Source: an optimization exercise on an open RTL-to-GDS flow (aim: small area). Production flows keep margins and buffers that such runs may drop.
The RTL was checked by simulation tests, not by an equivalence proof against the original design.
Power and IR drop assume default switching activity. The clock port is modelled as an ideal driver; clocking choices that lean on that would not hold on a real chip.

Setup of try-indigo:
## fht8v_timeslot
module fht8v_timeslot (
  input  wire        clk,
  input  wire        rst,
  input  wire        tick_valid,
  output wire        tick_ready,
  input  wire [15:0] tick_temp,       
  input  wire        tick_radio_ok,   
  input  wire        cmd_valid,
  output wire        cmd_ready,
  input  wire [2:0]  cmd_op,
  input  wire [3:0]  cmd_group,       
  input  wire [7:0]  cmd_a,
  input  wire [7:0]  cmd_b,
  input  wire [3:0]  cmd_opc,
  output reg         rsp_valid,
  input  wire        rsp_ready,
  output reg  [1:0]  rsp_code,
  output wire [47:0] rsp_msg,
  output wire [1:0]  rsp_mode,
  output wire [15:0] rsp_cnt,
  output wire [7:0]  rsp_sc,
  output wire [3:0]  rsp_count,
  output wire        rsp_panic,
  output wire [7:0]  rsp_freeze,
  output wire [15:0] rsp_last_temp,
  output wire [31:0] rsp_tick,
  output wire [31:0] rsp_last_enq,
  output reg         ev_valid,
  input  wire        ev_ready,
  output reg  [1:0]  ev_kind,         
  output wire [2:0]  ev_group,
  output wire [47:0] ev_msg,
  output wire [31:0] ev_tick
);
Size: ~660 flip-flops, roughly 21000 um^2 of cells after synthesis.
clock: 10.0 ns
lec_check: 0
cap_margin: 20
core_margin: 2
core_utilization: 60
cts_buf_list: sky130_fd_sc_hd__clkbuf_4
slew_margin: 20
run.sh (not shown) runs the stock make flow with config.mk's settings and CLKGATE_MAP_FILE= SYNTH_SCRIPT=/design/flow/synth_recipe.tcl, a recipe that flattens the netlist after the stock synthesis.
Every stage of the flow completed for try-indigo, and the final layout passed the timing, design-rule and antenna checks.
Input-level comparison between try-nickel and try-indigo:
# try-indigo
export LEC_CHECK = 0
export CAP_MARGIN = 20
export CORE_MARGIN = 2
export CORE_UTILIZATION = 60
export CTS_BUF_LIST = sky130_fd_sc_hd__clkbuf_4
export SLEW_MARGIN = 20
create_clock -name core_clock -period 10.0 [get_ports {clk}]
# try-nickel
export LEC_CHECK = 0
export CAP_MARGIN = 20
export CORE_MARGIN = 2
export CORE_UTILIZATION = 40
export SLEW_MARGIN = 20
create_clock -name core_clock -period 10.0 [get_ports {clk}]
==> notes.md <==
try-nickel vs. try-indigo: wire length climbed 180 um; fraction of final layout cells sized beyond drive strength 1 now smaller. Every stage of the flow completed for try-nickel, and the final layout passed the timing, design-rule and antenna checks. Taking try-indigo as the reference, in try-nickel fmax did not really move; final cell count now larger; relative slew slack increased by 1.9 points relative to the old numbers. From try-indigo to try-nickel the numbers moved as follows: worst setup slack lower, via count lower, core area higher.
Changes in try-harbor relative to try-nickel:
# try-nickel
export LEC_CHECK = 0
export CAP_MARGIN = 20
export CORE_MARGIN = 2
export CORE_UTILIZATION = 40
export SLEW_MARGIN = 20
create_clock -name core_clock -period 10.0 [get_ports {clk}]
# try-harbor
export LEC_CHECK = 0
export CAP_MARGIN = 20
export CORE_MARGIN = 2
export CORE_UTILIZATION = 60
export SLEW_MARGIN = 20
create_clock -name core_clock -period 10.0 [get_ports {clk}]
==> flow/flow/run.sh (new file) <==
#!/bin/bash
set -euo pipefail
export BUFFER_PORTS_ARGS="-buffer_cell sky130_fd_sc_hd__buf_1"
export CTS_ARGS="-sink_clustering_enable -repair_clock_nets -dont_use_dummy_load -buf_list {sky130_fd_sc_hd__clkbuf_8 sky130_fd_sc_hd__clkbuf_16} -sink_clustering_size 30 -sink_clustering_max_diameter 120"
bash standard.sh > standard.log 2>&1
==> flow/standard.sh (new file) <==
#!/bin/bash
# synth_recipe.tcl (not shown) runs the flow's synth.tcl, then flattens the netlist and writes it again
# the make line also repeats each setting of config.mk as NAME=value (left out here)
make -C /OpenROAD-flow-scripts/flow DESIGN_CONFIG=/design/flow/config.mk WORK_HOME=/design/flow/orfs CLKGATE_MAP_FILE= SYNTH_SCRIPT=/design/flow/synth_recipe.tcl "${@:-finish}"
removed: flow/run.sh
==> notes.md <==
- Summary — total power of the final layout, try-harbor relative to try-nickel: lower, by 26%.
- Compared with try-nickel, in try-harbor setup slack after layout went up by 0.74 ns, area growth from synthesis to layout went down by 18 points, leakage power summed over all cells went down by 16%.
- From try-nickel to try-harbor the numbers moved as follows: share of the final layout cell area in multi-input gates increased by 3.7 points relative to the old numbers; total met3 wirelength after detailed routing decreased by about 15% relative to the old numbers; wire length of the first global-routing pass decreased by 7600 um relative to the old numbers.
diff inputs: try-harbor => try-garnet
==> flow/flow/run.sh <==
#!/bin/bash
set -euo pipefail
export BUFFER_PORTS_ARGS="-buffer_cell sky130_fd_sc_hd__buf_1"
export CTS_ARGS="-sink_clustering_enable -repair_clock_nets -dont_use_dummy_load"
bash standard.sh > standard.log 2>&1
### Flow results
- The core of try-garnet is more densely filled than that of try-harbor.
- As far as number of different library cells in the post-synthesis netlist goes, try-harbor and try-garnet are indistinguishable; the numbers are identical.
- Every run (try-garnet and try-harbor) finished clean.
- Cell area | try-garnet vs try-harbor | try-garnet larger
- [compare] base=try-harbor new=try-garnet: clock transition at the register clock pins on the worst setup and hold paths after CTS went down 0.06 ns, cell-internal power increased by about 19% relative to the old numbers, post-synth design cell area held steady, sequential share of layout area decreased 2.3 points.
- Relative to try-harbor, the wire length measured on try-garnet has increased by a few percent.
- The maximum frequency of try-harbor and that of try-garnet are within noise of each other.
- On hold slack: try-garnet sits below try-harbor.
- Clock network fraction of total power: try-garnet > try-harbor
Modified inputs, try-juniper compared to try-garnet
# try-garnet
export LEC_CHECK = 0
export CAP_MARGIN = 20
export CORE_MARGIN = 2
export CORE_UTILIZATION = 60
export SLEW_MARGIN = 20
create_clock -name core_clock -period 10.0 [get_ports {clk}]
# try-juniper
export LEC_CHECK = 0
export CAP_MARGIN = 20
export CORE_MARGIN = 2
export CORE_UTILIZATION = 60
export CTS_BUF_LIST = sky130_fd_sc_hd__clkbuf_2 sky130_fd_sc_hd__clkbuf_4 sky130_fd_sc_hd__clkbuf_8
export CTS_CLUSTER_SIZE = 20
export SLEW_MARGIN = 20
create_clock -name core_clock -period 10.0 [get_ports {clk}]
==> flow/run.sh (new file) <==
#!/bin/bash
# synth_recipe.tcl (not shown) runs the flow's synth.tcl, then flattens the netlist and writes it again
# the make line also repeats each setting of config.mk as NAME=value (left out here)
make -C /OpenROAD-flow-scripts/flow DESIGN_CONFIG=/design/flow/config.mk WORK_HOME=/design/flow/orfs CLKGATE_MAP_FILE= SYNTH_SCRIPT=/design/flow/synth_recipe.tcl finish
removed: flow/flow/run.sh
removed: flow/standard.sh
==> comparison <==
The maximum single-stage delay on the critical path was comparable across try-garnet and try-juniper. try-garnet → try-juniper: async set-reset flop share out of synthesis comparable; via count now larger. Compared with try-garnet, try-juniper is hungrier on power. The reported leakage power in try-juniper is 1.13 times that in try-garnet. From try-juniper to try-garnet, simple-gate share of the synthesized area did not move at all. In the flow results for try-garnet and try-juniper, the instance count on the critical path is larger on try-garnet. try-juniper against try-garnet; number of clock buffer instances in the layout is up by more than 100%.

## what the ideal ports hide
No port has a modelled driver above. Below, the same layouts with a new extraction and two added sets of constraints. Step 1 sets driving cells, clkbuf_16 on the clock port and buf_2 on the other inputs (assumed; they add their load-dependent delay and slew). Step 2 times the ports against the registers' clock, not the clock port: input delays grow and output delays shrink by t, the midpoint of the rising clock arrivals with the driver on. Three values: no drivers, after step 1, after step 2; two values: the first two.
| run | t (ns) | slack for setup (ns) | hold slack, ns | pins driven straight from the clock port |
|---|---|---|---|---|
| try-indigo | 0.851 | 3.117 / 3.064 / 3.064 | 0.289 / 0.289 / 0.289 | 1 |
| try-nickel | 0.672 | 3.097 / 3.038 / 3.038 | 0.319 / 0.319 / 0.319 | 1 |
| try-harbor | 0.617 | 3.838 / 3.785 / 3.785 | 0.299 / 0.299 / 0.299 | 1 |
| try-garnet | 0.634 | 3.831 / 3.773 / 3.791 | 0.281 / 0.281 / 0.281 | 1 |
| try-juniper | 0.700 | 3.106 / 3.054 / 3.054 | 0.299 / 0.299 / 0.299 | 1 |
After both steps setup and hold are still met in every run listed. The setup slack of try-nickel, which loses most, moves by -0.059 ns with the drivers and by -0.059 ns with both steps.
